This is an optimization exercise on Yosys and OpenROAD, whose aim is small area, not a production implementation. In this exercise RTL edits were held to simulation tests only and were not proved equivalent to the original. No driver is modelled on the clock port, so clocking that relies on it looks cheaper here than on a real chip. Power and IR drop assume default switching activity.

File: flow/design.v
module pt6964_engine (
    input  wire        clk,
    input  wire        rst,
    input  wire [15:0] req,
    input  wire        req_valid,
    output wire        req_ready,
    output wire        rsp_valid,
    output wire [1:0]  rsp_status,
    output wire [15:0] rsp_data,
    output wire [3:0]  cs_n,
    output reg         sclk,
    output reg         mosi,
    input  wire        miso,
    input  wire [2:0]  obs_sel,
    output reg  [15:0] obs_data
);
    localparam [2:0] S_IDLE  = 3'd0;
    localparam [2:0] S_RESP  = 3'd1;
    localparam [2:0] S_BIDLE = 3'd2;    
    localparam [2:0] S_TX    = 3'd3;    
    localparam [2:0] S_WAIT  = 3'd4;    
    localparam [2:0] S_READ  = 3'd5;    
    localparam [2:0] S_CSHI  = 3'd6;    
    localparam [2:0] S_CLOSE = 3'd7;    
    localparam [1:0] K_NONE  = 2'd0;    
    localparam [1:0] K_BLD   = 2'd1;    
    localparam [1:0] K_KEY   = 2'd2;    
    localparam [1:0] K_RUN   = 2'd3;    
    localparam [6:0] Q0   = 7'b0010100;
    localparam [6:0] Q1   = 7'b0101000;   
    localparam [6:0] Q2   = 7'b1010001;   
    localparam [6:0] Q4   = 7'b1000111;   
    localparam [6:0] Q5   = 7'b0001111;
    localparam [6:0] Q53  = 7'b1001101;   
    localparam [6:0] Q103 = 7'b0111111;   
    reg  [1:0]  target;
    reg         phase_run;
    reg  [1:0]  status;
    reg  [7:0]  cmd_byte;
    reg         cmd_valid;
    reg  [15:0] keys;
    reg         keys_valid;
    reg         cs_act;
    reg  [2:0]  st;
    reg  [1:0]  kind;
    reg  [6:0]  s;
    reg  [16:0] sr;
    assign req_ready = (st == S_IDLE);
    assign rsp_valid = (st == S_RESP);
    assign rsp_status = status;
    assign rsp_data = (kind == K_BLD) ? {8'd0, cmd_byte} :
                      (kind == K_KEY) ? keys : 16'd0;
    assign cs_n = ~({3'd0, cs_act} << target);
    wire [3:0] op = req[15:12];
    wire [7:0] v  = req[7:0];
    wire       sb = req[11];
    wire o1 = op == 4'h1, o2 = op == 4'h2, o3 = op == 4'h3, o4 = op == 4'h4;
    wire o5 = op == 4'h5, o6 = op == 4'h6, o7 = op == 4'h7, o8 = op == 4'h8;
    wire o9 = op == 4'h9, oa = op == 4'hA, ob = op == 4'hB, oc = op == 4'hC;
    wire bld = o3 | o4 | o5 | o6 | o7;
    wire hi_nz = req[11:8] != 0;
    wire v_nz = v != 0;
    wire ill = (op == 0) | (op >= 13)
             | ((o1 | ob | oc) & (hi_nz | v_nz))
             | ((o2 | o8 | o9 | oa) & hi_nz)
             | (o3 & v_nz)
             | ((o4 | o5) & (req[10:8] != 0))
             | (o6 & (req[10:9] != 0))
             | (o7 & req[10]);
    wire seq = phase_run ? (o2 | o8 | o9 | oc | (bld & sb)) : (oa | ob);
    wire rng = ((o2 | o4) & (v[7:2] != 0)) | ((o5 | o9) & (v > 13)) |
               (o6 & (v[7:3] != 0)) | (o7 & (v[7:6] != 0));
    wire [1:0] dst = {ill | seq, ill | (~seq & rng)};
    wire ok = ~(ill | seq | rng);
    wire [7:0] vv = oa ? {v[0], v[1], v[2], v[3], v[4], v[5], v[6], v[7]} : v;
    wire [7:0] mask = {o5 | o9 | o6 | (o7 & req[9]),
                       o3 | o5 | o9 | oc | (o7 & req[8]),
                       2'b00,
                       (o3 & req[10]) | (o6 & req[8]),
                       o3 & ~req[9],
                       (o3 & ~req[8]) | oc,
                       1'b0};
    wire [7:0] dbyte = vv | mask;
    wire [1:0] dkind = bld ? K_BLD : oc ? K_KEY : (o9 | oa) ? K_RUN : K_NONE;
    wire       d_noev = o2 | (bld & ~sb);         
    wire lfsr_fb = s[6] ^ s[5];
    wire [6:0] s_inc = {s[5:0], lfsr_fb};
    wire at0   = (s == Q0);
    wire at1   = (s == Q1);
    wire at2   = (s == Q2);
    wire at5   = (s == Q5);
    wire at53  = (s == Q53);
    wire at103 = (s == Q103);
    wire in_tx   = (st == S_TX);
    wire in_read = (st == S_READ);
    wire bits    = in_tx || in_read;
    wire done    = in_read ? sr[0] : sr[8];    
    always @(posedge clk) begin
        case (st)
            S_IDLE: s <= oa ? Q1 : Q0;
            S_TX:   s <= at103 ? ((kind == K_KEY && done) ? Q4 : Q1) : s_inc;
            S_WAIT, S_READ: s <= at103 ? Q2 : s_inc;
            default: s <= s_inc;
        endcase
        if (st == S_IDLE || (st == S_WAIT && at103)) sr <= {1'b1, 8'd0, dbyte & {8{st == S_IDLE}}};
        else if (bits && at53) sr <= {in_tx ? sr[0] : miso, sr[16:1]};
        if (st == S_IDLE) kind <= ok ? dkind : K_NONE;
        if (rst) begin
            st <= S_IDLE;
            target <= 2'd0;
            phase_run <= 1'b0;
            status <= 2'd0;
            cmd_byte <= 8'd0;
            cmd_valid <= 1'b0;
            keys <= 16'd0;
            keys_valid <= 1'b0;
            cs_act <= 1'b0;
            sclk <= 1'b0;
            mosi <= 1'b0;
        end else begin
            case (st)
                S_IDLE: begin
                    if (req_valid) begin
                        if (!ok || d_noev) begin
                            st <= S_RESP;
                            status <= dst;
                            if (ok && bld) begin
                                cmd_byte <= dbyte;
                                cmd_valid <= 1'b1;
                            end
                            if (ok && o2) target <= v[1:0];
                        end else if (o1) st <= S_BIDLE;
                        else if (ob) st <= S_CLOSE;
                        else st <= S_TX;
                    end
                end
                S_RESP: st <= S_IDLE;
                S_CSHI: begin
                    cs_act <= 1'b0;
                    st <= S_RESP;
                    status <= 2'd0;
                    if (kind == K_BLD) begin
                        cmd_byte <= sr[16:9];
                        cmd_valid <= 1'b1;
                    end
                    if (kind == K_KEY) begin
                        keys <= sr[16:1];
                        keys_valid <= 1'b1;
                    end
                end
                S_CLOSE: begin
                    if (at0) cs_act <= 1'b0;
                    if (at1) mosi <= 1'b0;
                    if (at2) begin
                        st <= S_RESP;
                        status <= 2'd0;
                        phase_run <= 1'b0;
                    end
                end
                S_BIDLE: begin
                    if ({s[0], s[5]} == target) cs_act <= 1'b0;
                    if (at5) begin
                        mosi <= 1'b0;
                        st <= S_RESP;
                        status <= 2'd0;
                        phase_run <= 1'b0;
                    end
                end
                S_WAIT: begin
                    if (at103) st <= S_READ;
                end
                default: begin  
                    if (at0) cs_act <= 1'b1;
                    if (at1 && in_tx) mosi <= sr[0];
                    if (at2) sclk <= 1'b1;
                    if (at53) sclk <= 1'b0;
                    if (at103 && done) begin
                        if (in_read) st <= S_CSHI;
                        else if (kind == K_KEY) st <= S_WAIT;
                        else if (kind == K_RUN) begin
                            st <= S_RESP;
                            status <= 2'd0;
                            phase_run <= 1'b1;
                        end else st <= S_CSHI;
                    end
                end
            endcase
        end
    end
    wire os0 = obs_sel == 3'd0, os1 = obs_sel == 3'd1, os2 = obs_sel == 3'd2;
    wire os3 = obs_sel == 3'd3, os4 = obs_sel == 3'd4;
    always @(*) begin
        obs_data = ({16{os0}} & {11'd0, keys_valid, cmd_valid, phase_run, status})
                 | ({16{os1}} & {8'd0, cmd_byte})
                 | ({16{os2}} & keys)
                 | ({16{os3}} & {14'd0, target})
                 | ({16{os4}} & {10'd0, cs_n, mosi, sclk});
    end
endmodule
File: flow/flow/run.sh
#!/bin/bash
# Layout flow: the standard ORFS flow (standard.sh) with
#  - synthesis mapping the combinational logic with an area-oriented ABC
#    script (flow/abc_min.script); registers are mapped as in standard synthesis
#  - sky130_fd_sc_hd__buf_1 as the port buffer on every input and output
#  - CTS with small clock buffers and no dummy loads
set -euo pipefail
W=$(pwd)
export FLOW_WORK=$W
sed "s|SYNTH_SCRIPT=[^ ]*|SYNTH_SCRIPT=$W/flow/synth_wrap.tcl|" standard.sh > std_custom.sh
export BUFFER_PORTS_ARGS="-buffer_cell sky130_fd_sc_hd__buf_1"
export CTS_ARGS="-sink_clustering_enable -repair_clock_nets -dont_use_dummy_load -buf_list sky130_fd_sc_hd__clkbuf_4"
export POST_CTS_TCL=$W/flow/post_cts.tcl
bash std_custom.sh > flow_make.log 2>&1
File: flow/flow/abc_s1a.script
strash
&get -n
&deepsyn -J 200 -T 600 -S 1
&put
&get -n
&nf -p -R 1000
&put
File: flow/flow/abc_s1b.script
strash
&get -n
&deepsyn -J 200 -T 600 -S 1
&put
dch -f
map -a
topo
File: flow/flow/abc_s2a.script
strash
&get -n
&deepsyn -J 200 -T 600 -S 2
&put
&get -n
&nf -p -R 1000
&put
File: flow/flow/abc_s2b.script
strash
&get -n
&deepsyn -J 200 -T 600 -S 2
&put
dch -f
map -a
topo
File: flow/flow/abc_s3a.script
strash
&get -n
&deepsyn -J 200 -T 600 -S 3
&put
&get -n
&nf -p -R 1000
&put
File: flow/flow/abc_s3b.script
strash
&get -n
&deepsyn -J 200 -T 600 -S 3
&put
dch -f
map -a
topo
File: flow/flow/abc_s4a.script
strash
&get -n
&deepsyn -J 200 -T 600 -S 4
&put
&get -n
&nf -p -R 1000
&put
File: flow/flow/abc_s4b.script
strash
&get -n
&deepsyn -J 200 -T 600 -S 4
&put
dch -f
map -a
topo
File: flow/flow/post_cts.tcl
# After CTS: a clock buffer that drives more than 8 clock sinks is resized
# from clkbuf_4 to clkbuf_8, to keep the flip-flop clock-pin slew low.
set block [ord::get_db_block]
foreach inst [$block getInsts] {
  if {[[$inst getMaster] getName] ne "sky130_fd_sc_hd__clkbuf_4"} { continue }
  set oterm [$inst findITerm X]
  if {$oterm eq "NULL"} { continue }
  set net [$oterm getNet]
  if {$net eq "NULL"} { continue }
  set fanout [expr {[llength [$net getITerms]] - 1}]
  if {$fanout > 8} {
    puts "post_cts: [$inst getName] drives $fanout pins, resized to clkbuf_8"
    replace_cell [get_cells [$inst getName]] sky130_fd_sc_hd__clkbuf_8
  }
}
estimate_parasitics -placement
File: flow/flow/synth_wrap.tcl
proc abc {args} {
  set rest {}
  set lib ""
  set skip 0
  set prev ""
  foreach a $args {
    if {$skip} { set skip 0; continue }
    if {$a eq "-script"} { set skip 1; continue }
    if {$prev eq "-liberty" && $lib eq ""} { set lib $a }
    lappend rest $a
    set prev $a
  }
  design -save abc_pre
  set best_area 1e18
  set best_script ""
  foreach sc [lsort [glob $::env(FLOW_WORK)/flow/abc_s*.script]] {
    design -load abc_pre
    yosys abc -script $sc {*}$rest
    set rpt [tee -q -s result.string stat -liberty $lib]
    if {[regexp {Chip area for module[^:]*:\s*([0-9.]+)} $rpt -> area]} {
      puts "abc script $sc: area $area"
      if {$area < $best_area} {
        set best_area $area
        set best_script $sc
        design -save abc_best
      }
    }
  }
  puts "abc: kept $best_script (area $best_area)"
  design -load abc_best
}
source $::env(FLOW_WORK)/synth_recipe.tcl
File: flow/standard.sh
#!/bin/bash
# synth_recipe.tcl (not shown) runs the flow's synth.tcl, then flattens the netlist and writes it again
# the make line also repeats each setting of config.mk as NAME=value (left out here)
make -C /OpenROAD-flow-scripts/flow DESIGN_CONFIG=/design/flow/config.mk WORK_HOME=/design/flow/orfs CLKGATE_MAP_FILE= SYNTH_SCRIPT=/design/flow/synth_recipe.tcl "${@:-finish}"
File: flow/config.mk
export PLATFORM = sky130hd
export DESIGN_NAME = pt6964_engine
export DESIGN_NICKNAME = pt6964_engine
export VERILOG_FILES = /design/flow/design.v
export SDC_FILE = /design/flow/constraint.sdc
export NUM_CORES = 4
export LEC_CHECK = 0
export ABC_AREA = 1
export CAP_MARGIN = 20
export CORE_MARGIN = 2
export CORE_UTILIZATION = 60
export SLEW_MARGIN = 20
File: flow/constraint.sdc
create_clock -name core_clock -period 10.0 [get_ports {clk}]
set_input_delay 2.0000 -clock core_clock [delete_from_list [all_inputs] [get_ports {clk}]]
set_output_delay 2.0000 -clock core_clock [all_outputs]
set_load 0.01 [all_outputs]
==> flow_summary.json, run 1 <==
{
  "ys_ff_latch": 63,
  "synth_common_cells": "dfxtp_1 (53), a22o_1 (37), nor2_1 (31)",
  "power.density_nw_per_um2": 153.6,
  "hpwl_um": 6641,
  "switching_power_mw": 0.1719,
  "initial_core_util_pct": 61.32,
  "combPwrFrac_pct": 20.1,
  "drive_gt1_share_pct": 3.398,
  "final-hold-violation-count": 0,
  "ir_drop_v": 0.00009465,
  "drc": 0,
  "synth_top_area_share_pct": 34.32,
  "setup_ws_ps": 4322,
  "core_um2": 5042,
  "cp-start-kind": "input port",
  "grt_first_pass_wirelength_um": 13680,
  "setup_violations": 0,
  "nets": 437,
  "synthArstFlopShare_pct": 0,
  "synth_fp_nets": 360,
  "place.port_buffers": 64,
  "overflow": 0,
  "synth-edff-count": 10,
  "num_vias": 3210,
  "clkSinkCount": 63,
  "antenna_cells": 0,
  "grt_max_degree": 19,
  "rsz0062_at_grt": "false",
  "worstPathMaxFanout": 15,
  "syn_to_final_growth_pct": 14.12,
  "p_seq_share_pct": 56.3,
  "regArea_um2": 1361,
  "clkPwrFrac_pct": 23.6,
  "outcome": "timing/DRC/antenna clean",
  "fin_skew_ps": 20.45,
  "die_w_um": 75.79,
  "avgViaCountPerCell": 6.660,
  "syn_inst": 337,
  "slowest_delay_ps": 770,
  "finalMaxSlewViolations": 0,
  "synth_warnings": 1,
  "antenna_found_initial": 0,
  "ys_seq_area_share_pct": 44.03,
  "relSlewSlack_pct": 37.63,
  "routedWlPerCell_um": 18.78,
  "fillers": 421,
  "grt_use_total_pct": 32.53,
  "drv_cap": 0,
  "rows": 26,
  "critPathKind": "input port to output pin",
  "hold_class": "register to register",
  "cp-end-kind": "output pin",
  "worstPathArrival_ps": 3680,
  "synth_area_leaders": "dfxtp_1 (34%), a22o_1 (10%), edfxtp_1 (9.7%)",
  "postSynthAreaPerCell_um2": 9.174,
  "yosysUniqueCellTypes": 42,
  "drtIter0Drc": 399,
  "grt_pass1_vias": 2698,
  "final.min_clock_period_ps": 5678,
  "cp_data_required_time_ps": 8000,
  "dieArea_um2": 5743,
  "cp_slowest_cell": "nor2b_1",
  "yosysTopAreaCell": "dfxtp_1",
  "gp_congestion": 0.9087,
  "ios": 65,
  "fmax_mhz": 176.1,
  "finalSetupTns_ps": 0,
  "routed_wl_um": 9050,
  "fp.dieH_um": 75.79,
  "swShare_pct": 31.71,
  "insertion_delay_ps": 400,
  "tritoncts": "done",
  "multiInputGateArea_um2": 1654,
  "synth_ff_type": "dfxtp_1",
  "synth.most_common_cell": "dfxtp_1",
  "dpl_worst_slack_ps": 4316,
  "timing.final.crit_share_pct": 56.78,
  "leakage_nw": 1.199,
  "antenna_left": 0,
  "syn_area_um2": 3092,
  "worst_pin_slew_ps": 933.7,
  "p_int_mw": 0.3700,
  "crit_chain": "buf_1 > nor2b_1 > nor2b_1 > a222oi_1 > nand2_1 > buf_1",
  "dr.pass1.iters": 8,
  "clk_pin_slew_ps": 70
}
## critical path: cells and delay by family
kind | cells | cell delay, ps
AOI/OAI and AO/OA | 1 | 260
and+or+nand+nor | 3 | 1110
buffers and inverters | 2 | 310
## layout make-up
cell class	instances	area share, %
tap	70	2.482
multi-input combinational	250	46.88
timing repair buffer	66	7.234
inverter	24	2.553
clock buffer	9	2.270
sequential	63	38.58
## per-layer routing
metal	GRT usage, %	vias up	share of wire, %
met4	8.382	0	1.4
met2	51.05	187	46
met3	6.878	19	9.8
met1	45.77	1529	43
met5	0	-	0
li1	-	1475	-
## state kept, by name, indices dropped and copies added (netlist names), 2 cells and up
signal    cells
target        2
sr           17
s             7
kind          2
keys         16
status        2
st            3
cmd_byte      8
## stage by stage
step                      instances  total power, mW  hold WS [ps]  util, %  area (µm²)
after floorplan                 337           0.3733         414.0        -        3092
after global placement          473           0.4136         447.1    68.24        3441
after detailed placement        473           0.4161         454.6    68.29        3443
after global routing            482           0.5656         494.8    69.98        3528
final                           482           0.5419         462.6    69.98        3528
## cell families after synthesis
logic type | after synthesis | share of synthesized area, %
XOR/XNOR | 3 | 0.8500
AND/OR/NAND/NOR | 129 | 22.38
flip-flops | 63 | 44.03
AO/OA/AOI/OAI | 118 | 29.83
buffers and inverters | 24 | 2.914
## cell usage in the layout (no fill, tap or decap), types with 7 or more instances in the layout
cell type / count
buf_1: 64
a22o_1: 37
nor3_1: 16
a222oi_1: 13
clkinv_1: 24
clkbuf_4: 7
nand2b_1: 7
nand2_1: 12
nor2_1: 30
a21oi_1: 16
and2_0: 12
o21ai_0: 9
nor2b_1: 17
edfxtp_1: 10
nand3_1: 10
dfxtp_1: 53
## power groups by stage
stage,clock network [mW],logic [mW],registers [mW]
detailed placement,0,0.106,0.310
finish,0.128,0.109,0.305
global placement,0,0.104,0.310
floorplan,0,0.0697,0.304
global route,0.139,0.120,0.307
## path summary, 6_finish.rpt
kind	startpoint	depth (start not counted)	slack (ps)	end
max reg2reg	st[2]$_SDFFE_PP0P_	6	7060	sr[6]$_DFFE_PP_
min reg2reg	cmd_valid$_SDFFE_PP0P_	2	460	cmd_valid$_SDFFE_PP0P_
min	cmd_valid$_SDFFE_PP0P_	2	460	cmd_valid$_SDFFE_PP0P_
max	obs_sel[1]	6	4320	obs_data[0]
==> run 2, diff against run 1 <==
--- a/flow/config.mk
+++ b/flow/config.mk
@@ -8,5 +8,6 @@
 export ABC_AREA = 1
 export CAP_MARGIN = 20
 export CORE_MARGIN = 2
-export CORE_UTILIZATION = 60
+export CORE_UTILIZATION = 75
+export PLACE_DENSITY = 0.8
 export SLEW_MARGIN = 20
removed: flow/flow/abc_s1a.script
removed: flow/flow/abc_s1b.script
removed: flow/flow/abc_s2a.script
removed: flow/flow/abc_s2b.script
removed: flow/flow/abc_s3b.script
removed: flow/flow/abc_s4a.script
removed: flow/flow/abc_s4b.script
==> run 2 against run 1 <==
Routed wire length rose by 7.1%. Clock power rose by 6%. Global-route usage rose by 11 points. Die area fell by 19%. Largest cell class unchanged.
==> flow_summary.json, run 2 <==
{
  "synth.most_common_cell": "dfxtp_1",
  "rows": 23,
  "syn_area_um2": 3092,
  "finalSetupTns_ps": 0,
  "dr.pass1.iters": 8,
  "core_um2": 3971,
  "outcome": "timing/DRC/antenna clean",
  "cp_slowest_cell": "nor2b_1",
  "routedWlPerCell_um": 20.97,
  "synth_fp_nets": 360,
  "place.port_buffers": 64,
  "syn_inst": 337,
  "grt_max_degree": 19,
  "r2r_cells": 6,
  "routed_wl_um": 9689,
  "top_regs": "sr (17), keys (16), cmd_byte (8)",
  "hold_start": "cmd_valid$_SDFFE_PP0P_",
  "synth_common_cells": "dfxtp_1 (53), a22o_1 (37), nor2_1 (31)",
  "rsz0062_at_grt": "false",
  "ys_ff_latch": 63,
  "synth_ff_type": "dfxtp_1",
  "cp_data_required_time_ps": 8000,
  "synth_area_leaders": "dfxtp_1 (34%), a22o_1 (10%), edfxtp_1 (9.7%)",
  "clkPwrFrac_pct": 24.6,
  "worst_pin_slew_ps": 1102,
  "power.density_nw_per_um2": 157.8,
  "final_core_utilization_pct": 88.25,
  "final-hold-violation-count": 0,
  "hpwl_um": 6670,
  "setup_violations": 0,
  "swShare_pct": 32.35,
  "grt_use_total_pct": 43.29,
  "clkSinkCount": 63,
  "cp-start-kind": "input port",
  "top_register": "sr",
  "drive_gt1_share_pct": 3.155,
  "grt_pass1_vias": 2937,
  "layout_commonest_cell": "buf_1",
  "fin_total_pwr_mw": 0.5531,
  "antenna_cells": 0,
  "postSynthAreaPerCell_um2": 9.174,
  "antenna_left": 0,
  "nets": 437,
  "drtIter0Drc": 657,
  "fp.dieH_um": 68.21,
  "synthArstFlopShare_pct": 0,
  "rr_startpoint": "st[2]$_SDFFE_PP0P_",
  "synth_warnings": 1,
  "grt_first_pass_wirelength_um": 14540,
  "ir_drop_v": 0.0001285,
  "avgViaCountPerCell": 7.379,
  "drc": 0,
  "finalMaxSlewViolations": 0,
  "dieArea_um2": 4652,
  "combPwrFrac_pct": 20.2,
  "initial_core_util_pct": 77.85,
  "synth-edff-count": 10,
  "ys_seq_area_share_pct": 44.03,
  "switching_power_mw": 0.1789,
  "hold_class": "register to register",
  "overflow": 0,
  "fmax_mhz": 173.6,
  "drv_cap": 0,
  "worstPathArrival_ps": 3760,
  "fin_skew_ps": 29.83,
  "layout_common_cells": "buf_1 (64), dfxtp_1 (53), a22o_1 (37), nor2_1 (30), clkinv_1 (24)",
  "crit_chain": "buf_1 > nor2b_1 > nor2b_1 > a22oi_1 > nand2_1 > buf_1",
  "ios": 65,
  "yosysTopAreaCell": "dfxtp_1",
  "r2r-end": "sr[2]$_DFFE_PP_",
  "relSlewSlack_pct": 26.38,
  "gp_congestion": 0.9236,
  "worst_hold_path.endpoint": "cmd_valid$_SDFFE_PP0P_",
  "timing.final.crit_share_pct": 57.61,
  "tritoncts": "done",
  "largest_register_ffs": 17,
  "antenna_found_initial": 0,
  "critPathKind": "input port to output pin",
  "insertion_delay_ps": 420,
  "leakage_nw": 1.200,
  "min_path_cells": 2,
  "cp-end-kind": "output pin",
  "p_seq_share_pct": 55.3,
  "worstPathMaxFanout": 15,
  "slowest_delay_ps": 820,
  "synth_top_area_share_pct": 34.32,
  "die_w_um": 68.21,
  "num_vias": 3409,
  "yosysUniqueCellTypes": 42,
  "syn_to_final_growth_pct": 13.35,
  "p_int_mw": 0.3742,
  "final.min_clock_period_ps": 5761,
  "clk_pin_slew_ps": 70,
  "regToRegSetupSlack_ps": 6880
}
-- run 2: how the worst max path moves through the flow --
| stage | from | to | slack [ps] |
|---|---|---|---|
| after floorplan | obs_sel[1] | obs_data[0] | 5000 |
| after global placement | obs_sel[1] | obs_data[0] | 4440 |
| after detailed placement | obs_sel[1] | obs_data[0] | 4340 |
| after global routing | obs_sel[1] | obs_data[2] | 4110 |
| final | obs_sel[1] | obs_data[2] | 4240 |
-- run 2: cell type report --
class / instances / area (µm²)
inverter: 24 / 90.09
sequential: 63 / 1361
timing repair buffer: 66 / 255.2
multi-input combinational: 250 / 1649
tap: 50 / 62.56
fill: 219 / 466.7
clock buffer: 9 / 86.33
-- run 2: kinds of logic (layout without fill, tap and decap cells) --
kind of cell	Yosys count	count (layout)	synth area share, %
and+or+nand+nor	129	129	22.38
AOI/OAI and AO/OA	118	118	29.83
DFF	63	63	44.03
buffers and inverters	24	99	2.914
xor gates and xnor gates	3	3	0.8500
-- run 2: critical path, delay by kind of cell --
kind	cells	cell delay (ps)
AND/OR/NAND/NOR	3	1200
buffers and inverters	2	310
AO/OA/AOI/OAI	1	250
-- run 2: routing by layer --
layer	vias to the layer above	track usage, %	part of all wire, %
met2	337	63.23	44
met4	0	25.50	5.0
met3	60	10.69	14
li1	1471	-	-
met5	-	0	0
met1	1541	58.02	37
-- run 2: power groups by stage --
stage	logic [mW]	clock network [mW]	registers (mW)
6_report	0.111	0.136	0.306
5_1_grt	0.119	0.142	0.308
3_5_place_dp	0.105	0	0.310
3_3_place_gp	0.100	0	0.310
2_1_floorplan	0.0697	0	0.304
-- run 2: metrics by stage --
stage          hold slack (ps)  cell area [µm²]  setup WS, ps  std cells
6_report                 465.0             3505          4239        462
5_1_grt                  488.1             3505          4108        462
3_5_place_dp             449.9             3416          4340        453
3_3_place_gp             443.5             3416          4435        453
2_1_floorplan            414.0             3092          5001        337
==> run 3, diff against run 2 <==
--- a/flow/config.mk
+++ b/flow/config.mk
@@ -6,8 +6,7 @@
 export NUM_CORES = 4
 export LEC_CHECK = 0
 export ABC_AREA = 1
-export CAP_MARGIN = 20
+export CAP_MARGIN = 0
 export CORE_MARGIN = 2
-export CORE_UTILIZATION = 75
-export PLACE_DENSITY = 0.8
-export SLEW_MARGIN = 20
+export CORE_UTILIZATION = 60
+export SLEW_MARGIN = 0
==> run 3 against run 2 <==
Power fell by 0.80%. Via count shrank 6.9%. Sequential power is essentially flat. Highest routed layer unchanged.
==> flow_summary.json, run 3 <==
{
  "clk_pin_slew_ps": 80,
  "avgViaCountPerCell": 6.585,
  "outcome": "timing/DRC/antenna clean",
  "grt_use_total_pct": 32.74,
  "crit_chain": "buf_1 > nor3b_1 > a22o_1 > a221o_1 > buf_1",
  "drtIter0Drc": 324,
  "clkSinkCount": 63,
  "p_seq_share_pct": 55.5,
  "core_um2": 5042,
  "crit_end": "obs_data[4]",
  "cp-end-kind": "output pin",
  "gp_congestion": 0.8864,
  "place.port_buffers": 64,
  "ys_ff_latch": 63,
  "top_register": "sr",
  "timing.final.crit_share_pct": 57.69,
  "antenna_left": 0,
  "finalMaxSlewViolations": 0,
  "synth_ff_type": "dfxtp_1",
  "tritoncts": "done",
  "leakage_nw": 1.197,
  "layout_commonest_cell": "buf_1",
  "synth_area_leaders": "dfxtp_1 (34%), a22o_1 (10%), edfxtp_1 (9.7%)",
  "dieArea_um2": 5743,
  "combPwrFrac_pct": 19.8,
  "slowest_delay_ps": 1000,
  "synthMuxAreaShare_pct": 0,
  "synth_top_family_by_area": "compound AO/OA/AOI/OAI gates",
  "antenna_cells": 0,
  "worstPathMaxFanout": 8,
  "worst_pin_slew_ps": 1291,
  "final.min_clock_period_ps": 5769,
  "critPathKind": "input port to output pin",
  "yosysUniqueCellTypes": 42,
  "grt_pass1_vias": 2659,
  "regToRegSetupSlack_ps": 7110,
  "die_w_um": 75.79,
  "synth_compound_area_share_pct": 29.83,
  "hpwl_um": 6641,
  "synth_fp_nets": 360,
  "drv_cap": 0,
  "relSlewSlack_pct": 13.59,
  "antenna_found_initial": 0,
  "power.density_nw_per_um2": 155.8,
  "syn_inst": 337,
  "p_int_mw": 0.3698,
  "routedWlPerCell_um": 19.27,
  "rows": 26,
  "grt_max_degree": 19,
  "nets": 437,
  "insertion_delay_ps": 430,
  "synth_simple_gate_area_share_pct": 22.38,
  "synth_warnings": 1,
  "dr.pass1.iters": 5,
  "setup_violations": 0,
  "cp-start-kind": "input port",
  "synth_top_area_share_pct": 34.32,
  "rr_startpoint": "s[2]$_DFF_P_",
  "synth_common_cells": "dfxtp_1 (53), a22o_1 (37), nor2_1 (31)",
  "fin_skew_ps": 25.57,
  "grt_first_pass_wirelength_um": 13510,
  "startpoint": "obs_sel[0]",
  "fin_total_pwr_mw": 0.5487,
  "yosysTopAreaCell": "dfxtp_1",
  "layout_common_cells": "buf_1 (64), dfxtp_1 (53), a22o_1 (37), nor2_1 (31), clkinv_1 (24)",
  "routed_wl_um": 9288,
  "final-hold-violation-count": 0,
  "rsz0062_at_grt": "false",
  "r2r_cells": 12,
  "synth.most_common_cell": "dfxtp_1",
  "ys_seq_area_share_pct": 44.03,
  "syn_to_final_growth_pct": 13.88,
  "swShare_pct": 32.60,
  "r2r-end": "status[1]$_SDFFE_PP0P_",
  "postSynthAreaPerCell_um2": 9.174,
  "cp_data_required_time_ps": 8000,
  "syn_area_um2": 3092,
  "cp_slowest_cell": "nor3b_1",
  "top_regs": "sr (17), keys (16), cmd_byte (8)",
  "synthArstFlopShare_pct": 0,
  "switching_power_mw": 0.1789,
  "overflow": 0,
  "synth_fa_ha_area_share_pct": 0,
  "synth-xor-area-share_pct": 0.8499,
  "drive_gt1_share_pct": 2.913,
  "synth-edff-count": 10,
  "crit_path_frequent_cell": "buf_1",
  "ios": 65,
  "initial_core_util_pct": 61.32,
  "drc": 0,
  "worstPathArrival_ps": 3770,
  "hold_class": "register to register",
  "finalSetupTns_ps": 0,
  "fp.dieH_um": 75.79,
  "clkPwrFrac_pct": 24.6,
  "fmax_mhz": 173.3,
  "ir_drop_v": 0.00009885,
  "num_vias": 3174,
  "largest_register_ffs": 17
}
## run 3: changes by cell type in the layout (fill, tap and decap cells not counted)
cell / delta
clkbuf_8: -1
nor2_1: +1
clkbuf_4: +1
nor2_2: -1
## run 3: cells by family after synthesis
logic type	Yosys count
and+or+nand+nor	129
AOI/OAI and AO/OA	118
DFF	63
buffers and inverters	24
xor gates and xnor gates	3
## run 3: critical path, delay by kind of cell
| kind | cells | cell delay [ps] |
|---|---|---|
| simple gates | 1 | 1000 |
| buf+inv | 2 | 370 |
| compound gates | 2 | 400 |
## run 3: how the worst min path moves through the flow
stage	start	endpoint	slack, ps	cells past startpoint
6_report	cmd_valid$_SDFFE_PP0P_	cmd_valid$_SDFFE_PP0P_	470	2
5_1_grt	cmd_valid$_SDFFE_PP0P_	cmd_valid$_SDFFE_PP0P_	500	2
3_5_place_dp	cmd_valid$_SDFFE_PP0P_	cmd_valid$_SDFFE_PP0P_	450	2
3_3_place_gp	cmd_valid$_SDFFE_PP0P_	cmd_valid$_SDFFE_PP0P_	450	2
2_1_floorplan	cmd_valid$_SDFFE_PP0P_	cmd_valid$_SDFFE_PP0P_	410	2
## run 3: metal layers
metal  GRT usage [%]  share of wire, %  up-vias
li1                -                 -     1480
met1           46.19                44     1476
met2           49.23                44      201
met3           6.746                10       17
met4           12.67               1.6        0
met5               0                 0        -
## run 3: final cells by class
class	instances	area (µm²)
Fill cell	453	1521
Timing Repair Buffer	66	255.2
Tap cell	70	87.58
Multi-Input combinational cell	250	1647
Inverter	24	90.09
Sequential cell	63	1361
Clock buffer	9	80.08
## run 3: power by group through the flow
stage                     logic (mW)  clock network (mW)  registers (mW)
after detailed placement       0.106                   0           0.310
after global placement         0.104                   0           0.310
after floorplan               0.0697                   0           0.304
after global routing           0.118               0.145           0.307
final                          0.109               0.135           0.305
## run 3: metrics by stage
stage	hold slack, ps	cells	cell area [µm²]	setup WS (ps)	util [%]
after floorplan	414.0	337	3092	5001	-
after global placement	446.7	473	3441	4366	68.24
after detailed placement	454.9	473	3441	4279	68.24
after global routing	503.8	482	3521	4117	69.83
final	465.4	482	3521	4231	69.83
==> run 4, diff against run 3 <==
--- a/flow/flow/run.sh
+++ b/flow/flow/run.sh
@@ -9,6 +9,5 @@
 export FLOW_WORK=$W
 sed "s|SYNTH_SCRIPT=[^ ]*|SYNTH_SCRIPT=$W/flow/synth_wrap.tcl|" standard.sh > std_custom.sh
 export BUFFER_PORTS_ARGS="-buffer_cell sky130_fd_sc_hd__buf_1"
-export CTS_ARGS="-sink_clustering_enable -repair_clock_nets -dont_use_dummy_load -buf_list sky130_fd_sc_hd__clkbuf_4"
-export POST_CTS_TCL=$W/flow/post_cts.tcl
+export CTS_ARGS="${CTS_ARGS_OVERRIDE:--sink_clustering_enable -repair_clock_nets -dont_use_dummy_load -buf_list sky130_fd_sc_hd__clkbuf_8}"
 bash std_custom.sh > flow_make.log 2>&1
==> flow/flow/abc_min.script (new file) <==
strash
&get -n
&deepsyn -T 40
&put
dch -f
map -a
topo
==> flow/flow/synth_wrap.tcl (replaced) <==
proc abc {args} {
  set out {}
  set skip 0
  foreach a $args {
    if {$skip} { set skip 0; continue }
    if {$a eq "-script"} {
      lappend out -script $::env(FLOW_WORK)/flow/abc_min.script
      set skip 1
      continue
    }
    lappend out $a
  }
  yosys abc {*}$out
}
source $::env(FLOW_WORK)/synth_recipe.tcl
--- a/flow/config.mk
+++ b/flow/config.mk
@@ -6,7 +6,7 @@
 export NUM_CORES = 4
 export LEC_CHECK = 0
 export ABC_AREA = 1
-export CAP_MARGIN = 0
+export CAP_MARGIN = 20
 export CORE_MARGIN = 2
 export CORE_UTILIZATION = 60
-export SLEW_MARGIN = 0
+export SLEW_MARGIN = 20
removed: flow/flow/abc_s3a.script
removed: flow/flow/post_cts.tcl
==> run 4 against run 3 <==
Global-route usage is 0.57 points higher. Power is 26% higher. Combinational power up 76%. First-iteration DRC count increased by 38%. Final area grew 3.7%. Largest power group unchanged. Critical endpoint unchanged.
==> flow_summary.json, run 4 <==
{
  "outcome": "timing/DRC/antenna clean",
  "swShare_pct": 36.31,
  "synth-xor-area-share_pct": 0.8255,
  "grt_use_total_pct": 33.31,
  "avgViaCountPerCell": 6.049,
  "syn_inst": 441,
  "ir_drop_v": 0.0001367,
  "synth_top_area_share_pct": 33.33,
  "syn_area_um2": 3183,
  "dr.pass1.iters": 6,
  "relSlewSlack_pct": 51.26,
  "yosysUniqueCellTypes": 24,
  "rr_startpoint": "st[0]$_SDFFE_PP0P_",
  "cts_root_buf": "clkbuf_8",
  "ys_seq_area_share_pct": 42.77,
  "drv_cap": 0,
  "clk_pin_slew_ps": 60,
  "antenna_found_initial": 0,
  "gp_congestion": 0.9195,
  "synth.most_common_cell": "clkinv_1",
  "hpwl_um": 7197,
  "yosysTopAreaCell": "dfxtp_1",
  "ios": 65,
  "worst_hold_path.endpoint": "keys[15]$_SDFFE_PP0P_",
  "cp-start-kind": "input port",
  "synth-edff-count": 10,
  "die_w_um": 76.84,
  "worstPathArrival_ps": 3770,
  "core_um2": 5107,
  "drc": 0,
  "fmax_mhz": 173.4,
  "cts_buffers": 9,
  "cts_hold_buf": 0,
  "hold_start": "keys[15]$_SDFFE_PP0P_",
  "power.density_nw_per_um2": 189.6,
  "critPathKind": "input port to output pin",
  "num_vias": 3545,
  "leakage_nw": 1.165,
  "final_cells": 586,
  "tritoncts": "done",
  "ys_ff_latch": 63,
  "setup_violations": 0,
  "grt_max_degree": 19,
  "worst_pin_slew_ps": 729.0,
  "fillers": 450,
  "htreeDepth": 3,
  "dieArea_um2": 5904,
  "nets": 541,
  "top_regs": "sr (17), keys (16), cmd_byte (8)",
  "switching_power_mw": 0.2513,
  "initial_core_util_pct": 62.32,
  "layout_common_cells": "clkinv_1 (99), nor2_1 (69), buf_1 (64), dfxtp_1 (53), o22ai_1 (39)",
  "synthArstFlopShare_pct": 0,
  "p_int_mw": 0.4408,
  "synth_common_cells": "clkinv_1 (99), nor2_1 (69), dfxtp_1 (53)",
  "cp_data_required_time_ps": 8000,
  "synth_simple_gate_area_share_pct": 19.81,
  "dpl_worst_slack_ps": 4334,
  "synth_fa_ha_area_share_pct": 0,
  "clkSinkCount": 63,
  "grt_pass1_vias": 3218,
  "insertion_delay_ps": 360,
  "postSynthAreaPerCell_um2": 7.218,
  "antenna_left": 0,
  "post-place-cells": 577,
  "grt_first_pass_wirelength_um": 15320,
  "synth_compound_area_share_pct": 24.92,
  "final-hold-violation-count": 0,
  "synth_top_family_by_area": "compound AO/OA/AOI/OAI gates",
  "finalMaxSlewViolations": 0,
  "hold_ws_ps": 482.2,
  "fin_area_um2": 3650,
  "fp.dieH_um": 76.84,
  "min_path_cells": 2,
  "rsz0062_at_grt": "false",
  "r2r_cells": 12,
  "rows": 26,
  "r2r-end": "status[1]$_SDFFE_PP0P_",
  "synth_warnings": 1,
  "regToRegSetupSlack_ps": 7270,
  "drtIter0Drc": 448,
  "finalSetupTns_ps": 0,
  "synth_area_leaders": "dfxtp_1 (33%), clkinv_1 (12%), edfxtp_1 (9.4%)",
  "setup_ws_ps": 4232,
  "cts_max_path_buffers": 2,
  "syn_to_final_growth_pct": 14.66,
  "cts_resized": 0,
  "drive_gt1_share_pct": 2.326,
  "antenna_cells": 0,
  "place.port_buffers": 64,
  "worstPathMaxFanout": 12,
  "hold_class": "register to register",
  "timing.final.crit_share_pct": 57.69,
  "routedWlPerCell_um": 15.94,
  "top_register": "sr",
  "synthMuxAreaShare_pct": 0,
  "overflow": 0,
  "fin_skew_ps": 21.94,
  "dpl_cell_area_um2": 3526,
  "layout_commonest_cell": "clkinv_1",
  "synth_ff_type": "dfxtp_1",
  "synth_fp_nets": 464,
  "largest_register_ffs": 17,
  "final.min_clock_period_ps": 5769,
  "p_seq_share_pct": 48.0,
  "postCtsSetupRepairBufs": 0,
  "combPwrFrac_pct": 27.8,
  "cp-end-kind": "output pin",
  "routed_wl_um": 9343,
  "clkPwrFrac_pct": 24.2
}
-- run 4: cell types whose count changed after synthesis, moves of 7 or more --
cell      delta
a222oi_1    -13
nand2_1     +24
nand3_1     +10
nor2_1      +38
nor2b_1     -17
o21ai_0     +18
a22o_1      -37
and2_0      -12
o221ai_1    +10
nand2b_1     -7
o22ai_1     +36
clkinv_1    +75
-- run 4: stage by stage --
stage | power, mW | util, %
after floorplan | 0.4614 | -
after global placement | 0.5192 | 69.03
after detailed placement | 0.5249 | 69.03
after CTS | 0.6867 | 71.46
after global routing | 0.7288 | 71.46
final | 0.6922 | 71.46
-- run 4: cells by family after synthesis --
| kind of cell | Yosys count |
|---|---|
| flip-flops | 63 |
| AO/OA/AOI/OAI | 126 |
| AND/OR/NAND/NOR | 150 |
| XOR/XNOR | 3 |
| buffers and inverters | 99 |
-- run 4: layer usage --
metal / routed length [µm] / part of all wire [%] / global-route usage (%) / vias to the layer above
li1: - / - / - / 1699
met4: 165 / 1.8 / 11.27 / 0
met5: 0 / 0 / 0 / -
met1: 3865 / 41 / 44.43 / 1621
met3: 997 / 11 / 7.412 / 21
met2: 4315 / 46 / 53.51 / 204
-- run 4: power by group through the flow --
stage / logic, mW / registers [mW] / clock network, mW
floorplan: 0.131 / 0.331 / 0
global placement: 0.184 / 0.336 / 0
detailed placement: 0.188 / 0.337 / 0
CTS: 0.189 / 0.332 / 0.166
global route: 0.216 / 0.336 / 0.177
finish: 0.192 / 0.332 / 0.168
-- run 4: worst max-delay path by stage --
stage / startpoint / slack (ps) / cells past startpoint / endpoint
finish: obs_sel[1] / 4230 / 6 / obs_data[4]
global placement: obs_sel[1] / 4470 / 6 / obs_data[5]
global route: obs_sel[1] / 4050 / 6 / obs_data[4]
detailed placement: obs_sel[1] / 4330 / 6 / obs_data[5]
floorplan: obs_sel[1] / 5050 / 4 / obs_data[5]
CTS: obs_sel[1] / 4340 / 6 / obs_data[5]
-- run 4: final cells by class --
type | instances | area, µm² | area share (%)
Timing Repair Buffer | 66 | 255.2 | 6.993
Clock buffer | 9 | 123.9 | 3.394
Inverter | 99 | 371.6 | 10.18
Sequential cell | 63 | 1361 | 37.30
Tap cell | 70 | 87.58 | 2.400
Multi-Input combinational cell | 279 | 1450 | 39.73
-- run 4: critical path: stages --
cell and delay (ps):
buf_1 270, clkinv_1 210, nor3_1 360, clkinv_1 440, o211ai_1 310, buf_1 180
==> run 5, diff against run 4 <==
--- a/flow/design.v
+++ b/flow/design.v
@@ -15,13 +15,13 @@
     output reg  [15:0] obs_data
 );
     localparam [2:0] S_IDLE  = 3'd0;
-    localparam [2:0] S_RESP  = 3'd1;
+    localparam [2:0] S_RESP  = 3'd4;
     localparam [2:0] S_BIDLE = 3'd2;    
     localparam [2:0] S_TX    = 3'd3;    
-    localparam [2:0] S_WAIT  = 3'd4;    
-    localparam [2:0] S_READ  = 3'd5;    
-    localparam [2:0] S_CSHI  = 3'd6;    
-    localparam [2:0] S_CLOSE = 3'd7;    
+    localparam [2:0] S_WAIT  = 3'd6;    
+    localparam [2:0] S_READ  = 3'd7;    
+    localparam [2:0] S_CSHI  = 3'd5;    
+    localparam [2:0] S_CLOSE = 3'd1;    
     localparam [1:0] K_NONE  = 2'd0;    
     localparam [1:0] K_BLD   = 2'd1;    
     localparam [1:0] K_KEY   = 2'd2;    
==> flow/flow/run.sh (replaced) <==
#!/bin/bash
# Layout flow: the standard ORFS flow (standard.sh), with three changes:
#  - synthesis (flow/synth_wrap.tcl around synth_recipe.tcl) maps the
#    combinational logic with area-oriented ABC scripts (flow/abc_s*.script,
#    &deepsyn with fixed seeds, then &nf) and keeps the smallest result;
#    registers are mapped exactly as in the standard synthesis
#  - every input and output port gets a sky130_fd_sc_hd__buf_1 port buffer
#  - CTS uses clkbuf_4 buffers without dummy loads; after CTS, a clock buffer
#    that drives more than 8 sinks is resized to clkbuf_8 (flow/post_cts.tcl)
# The make output goes to flow_make.log; each ORFS step keeps its own log
# under orfs/logs/.
set -euo pipefail
W=$(pwd)
export FLOW_WORK=$W
sed "s|SYNTH_SCRIPT=[^ ]*|SYNTH_SCRIPT=$W/flow/synth_wrap.tcl|" standard.sh > std_custom.sh
export BUFFER_PORTS_ARGS="-buffer_cell sky130_fd_sc_hd__buf_1"
export CTS_ARGS="-sink_clustering_enable -repair_clock_nets -dont_use_dummy_load -buf_list sky130_fd_sc_hd__clkbuf_4"
export POST_CTS_TCL=$W/flow/post_cts.tcl
bash std_custom.sh > flow_make.log 2>&1
==> flow/flow/abc_s1a.script (new file) <==
strash
&get -n
&deepsyn -J 200 -T 600 -S 1
&put
&get -n
&nf -p -R 1000
&put
==> flow/flow/abc_s2a.script (new file) <==
strash
&get -n
&deepsyn -J 200 -T 600 -S 2
&put
&get -n
&nf -p -R 1000
&put
==> flow/flow/abc_s3a.script (new file) <==
strash
&get -n
&deepsyn -J 200 -T 600 -S 3
&put
&get -n
&nf -p -R 1000
&put
==> flow/flow/abc_s4a.script (new file) <==
strash
&get -n
&deepsyn -J 200 -T 600 -S 4
&put
&get -n
&nf -p -R 1000
&put
==> flow/flow/abc_s5a.script (new file) <==
strash
&get -n
&deepsyn -J 200 -T 600 -S 5
&put
&get -n
&nf -p -R 1000
&put
==> flow/flow/abc_s6a.script (new file) <==
strash
&get -n
&deepsyn -J 200 -T 600 -S 6
&put
&get -n
&nf -p -R 1000
&put
==> flow/flow/abc_s7a.script (new file) <==
strash
&get -n
&deepsyn -J 200 -T 600 -S 7
&put
&get -n
&nf -p -R 1000
&put
==> flow/flow/abc_s8a.script (new file) <==
strash
&get -n
&deepsyn -J 200 -T 600 -S 8
&put
&get -n
&nf -p -R 1000
&put
==> flow/flow/post_cts.tcl (new file) <==
# After CTS: a clock buffer that drives more than 8 clock sinks is resized
# from clkbuf_4 to clkbuf_8, to keep the flip-flop clock-pin slew low.
set block [ord::get_db_block]
foreach inst [$block getInsts] {
  if {[[$inst getMaster] getName] ne "sky130_fd_sc_hd__clkbuf_4"} { continue }
  set oterm [$inst findITerm X]
  if {$oterm eq "NULL"} { continue }
  set net [$oterm getNet]
  if {$net eq "NULL"} { continue }
  set fanout [expr {[llength [$net getITerms]] - 1}]
  if {$fanout > 8} {
    puts "post_cts: [$inst getName] drives $fanout pins, resized to clkbuf_8"
    replace_cell [get_cells [$inst getName]] sky130_fd_sc_hd__clkbuf_8
  }
}
estimate_parasitics -placement
==> flow/flow/synth_wrap.tcl (replaced) <==
proc abc {args} {
  set rest {}
  set lib ""
  set skip 0
  set prev ""
  foreach a $args {
    if {$skip} { set skip 0; continue }
    if {$a eq "-script"} { set skip 1; continue }
    if {$prev eq "-liberty" && $lib eq ""} { set lib $a }
    lappend rest $a
    set prev $a
  }
  design -save abc_pre
  set best_area 1e18
  set best_script ""
  foreach sc [lsort [glob $::env(FLOW_WORK)/flow/abc_s*.script]] {
    design -load abc_pre
    yosys abc -script $sc {*}$rest
    set rpt [tee -q -s result.string stat -liberty $lib]
    if {[regexp {Chip area for module[^:]*:\s*([0-9.]+)} $rpt -> area]} {
      puts "abc script $sc: area $area"
      if {$area < $best_area} {
        set best_area $area
        set best_script $sc
        design -save abc_best
      }
    }
  }
  puts "abc: kept $best_script (area $best_area)"
  design -load abc_best
}
source $::env(FLOW_WORK)/synth_recipe.tcl
removed: flow/flow/abc_min.script
==> run 5 against run 4 <==
Via count shrank 9.5%. Combinational power is 42% higher. Highest routed layer unchanged. Power grew 15%. Still clean on timing, DRC and antenna. Largest power group unchanged. Final area down 3.3%. Worst setup slack improved by 270 ps. Sequential power rose by 16%. Sequential cell count did not move. Clock-buffer cell count unchanged. Critical path type unchanged. Cell count fell by 16%. Register-to-register slack got worse by 330 ps. Area after synthesis down 3.2%.
==> flow_summary.json, run 5 <==
{
  "outcome": "timing/DRC/antenna clean",
  "layout_commonest_cell": "buf_1",
  "die_w_um": 75.67,
  "synth_common_cells": "dfxtp_1 (53), nand2_1 (37), nor2_1 (36)",
  "top_register": "sr",
  "cp-end-kind": "output pin",
  "insertion_delay_ps": 400,
  "fin_skew_ps": 21.23,
  "cp_data_required_time_ps": 8000,
  "setup_violations": 0,
  "yosysTopAreaCell": "dfxtp_1",
  "routed_wl_um": 9125,
  "synth_compound_area_share_pct": 29.07,
  "place.port_buffers": 64,
  "synth_warnings": 1,
  "hold_class": "register to register",
  "syn_area_um2": 3082,
  "worstPathMaxFanout": 16,
  "tritoncts": "done",
  "fmax_mhz": 181.9,
  "antenna_found_initial": 0,
  "nets": 445,
  "synth_top_area_share_pct": 34.43,
  "worstPathArrival_ps": 3500,
  "grt_max_degree": 21,
  "synthMuxAreaShare_pct": 0.3248,
  "synthArstFlopShare_pct": 0,
  "initial_core_util_pct": 61.12,
  "dieArea_um2": 5725,
  "ios": 65,
  "timing.final.crit_share_pct": 54.96,
  "hpwl_um": 6756,
  "num_vias": 3209,
  "relSlewSlack_pct": 37.88,
  "final_core_utilization_pct": 69.98,
  "clk_pin_slew_ps": 80,
  "synth_area_leaders": "dfxtp_1 (34%), a22o_1 (9.9%), edfxtp_1 (9.7%)",
  "ys_seq_area_share_pct": 44.17,
  "synth_ff_type": "dfxtp_1",
  "finalMaxSlewViolations": 0,
  "synth.most_common_cell": "dfxtp_1",
  "postSynthAreaPerCell_um2": 8.958,
  "synth_fp_nets": 367,
  "avgViaCountPerCell": 6.549,
  "post-place-cells": 481,
  "drc": 0,
  "ys_ff_latch": 63,
  "fillers": 438,
  "fin_area_um2": 3528,
  "final-hold-violation-count": 0,
  "drive_gt1_share_pct": 3.333,
  "grt_pass1_vias": 2852,
  "grt_use_total_pct": 33.77,
  "antenna_left": 0,
  "ir_drop_v": 0.0001393,
  "antenna_cells": 0,
  "dpl_worst_slack_ps": 4439,
  "clkSinkCount": 63,
  "finalSetupTns_ps": 0,
  "synth_top_family_by_area": "compound AO/OA/AOI/OAI gates",
  "drv_cap": 0,
  "top_regs": "sr (17), keys (16), cmd_byte (8)",
  "largest_register_ffs": 17,
  "syn_to_final_growth_pct": 14.49,
  "leakage_nw": 1.309,
  "worst_pin_slew_ps": 927.7,
  "dpl_cell_area_um2": 3437,
  "final_cells": 490,
  "dr.pass1.iters": 6,
  "rows": 26,
  "core_um2": 5042,
  "yosysUniqueCellTypes": 45,
  "rsz0062_at_grt": "false",
  "layout_common_cells": "buf_1 (64), dfxtp_1 (53), nand2_1 (37), nor2_1 (36), a22o_1 (35)",
  "drtIter0Drc": 422,
  "final.min_clock_period_ps": 5496,
  "power.density_nw_per_um2": 225.2,
  "routedWlPerCell_um": 18.62,
  "syn_inst": 344,
  "fp.dieH_um": 75.67,
  "overflow": 0,
  "synth_simple_gate_area_share_pct": 23.63,
  "setup_ws_ps": 4504,
  "synth-edff-count": 10,
  "synth-xor-area-share_pct": 0.8526,
  "critPathKind": "input port to output pin",
  "grt_first_pass_wirelength_um": 14210,
  "gp_congestion": 0.9551,
  "synth_fa_ha_area_share_pct": 0,
  "cp-start-kind": "input port"
}
==> run 5: cell families after synthesis <==
family / count (synthesis)
buf+inv: 16
xor+xnor: 3
flops: 63
simple gates: 145
mux: 1
compound gates: 116
==> run 5: path summary, 6_finish.rpt <==
kind                                              start                       to  slack (ps)  cells after the start
worst min register to register  keys_valid$_SDFFE_PP0P_  keys_valid$_SDFFE_PP0P_         460                      1
worst min-delay path            keys_valid$_SDFFE_PP0P_  keys_valid$_SDFFE_PP0P_         460                      1
worst max-delay path                         obs_sel[1]              obs_data[0]        4500                      5
worst max register to register       st[2]$_SDFFE_PP0P_          sr[6]$_DFFE_PP_        6940                      5
==> run 5: final cells by class <==
class	count	area, µm²	share of cell area, %
Tap cell	70	87.58	2.482
Clock buffer	9	86.33	2.447
Inverter	16	60.06	1.702
Sequential cell	63	1361	38.58
Multi-Input combinational cell	265	1670	47.34
Timing Repair Buffer	67	262.8	7.447
==> run 5: layer usage <==
metal,global-route usage (%),vias up,part of all wire (%)
met5,0,-,0
met4,11.31,0,1.6
met2,51.88,196,46
li1,-,1476,-
met1,47.45,1518,42
met3,7.407,19,10
==> run 5: metrics by stage <==
step / power (mW) / hold WS, ps
6_report: 0.7945 / 462.2
5_1_grt: 0.8376 / 468.3
2_1_floorplan: 0.5564 / 427.4
3_3_place_gp: 0.6500 / 441.1
3_5_place_dp: 0.6556 / 440.7
==> run 5: critical path, stage by stage <==
cell and delay, ps:
buf_1 170, nor3b_2 790, a222oi_1 270, nand2_1 110, buf_1 160
==> run 5: power breakdown <==
group	switching [mW]	internal [mW]
sequential	0.0630	0.323
combinational	0.176	0.0966
clock	0.0823	0.0544

[port drivers added, routing unchanged]
Ports are ideal in the flow. The routed layouts listed here were re-timed in OpenROAD. Step 1 sets driving cells, clkbuf_16 on the clock port and buf_2 on the other inputs (assumed; they add their load-dependent delay and slew). Step 2 also shifts input and output timing later by t, the mid clock arrival at the registers, as if the neighbouring blocks saw the same clock. Three values: no drivers, after step 1, after step 2; two values: the first two.
| run | t (ns) | setup slack, ns | hold WS [ns] |
|---|---|---|---|
| run 1 | 0.421 | 4.322 / 4.294 / 4.294 | 0.463 / 0.463 / 0.463 |
| run 2 | 0.435 | 4.239 / 4.214 / 4.214 | 0.465 / 0.465 / 0.465 |
| run 3 | 0.446 | 4.231 / 4.205 / 4.205 | 0.465 / 0.465 / 0.465 |
| run 4 | 0.372 | 4.231 / 4.203 / 4.203 | 0.482 / 0.482 / 0.482 |
| run 5 | 0.422 | 4.504 / 4.478 / 4.478 | 0.462 / 0.462 / 0.462 |
After both steps every run listed still meets setup and hold.
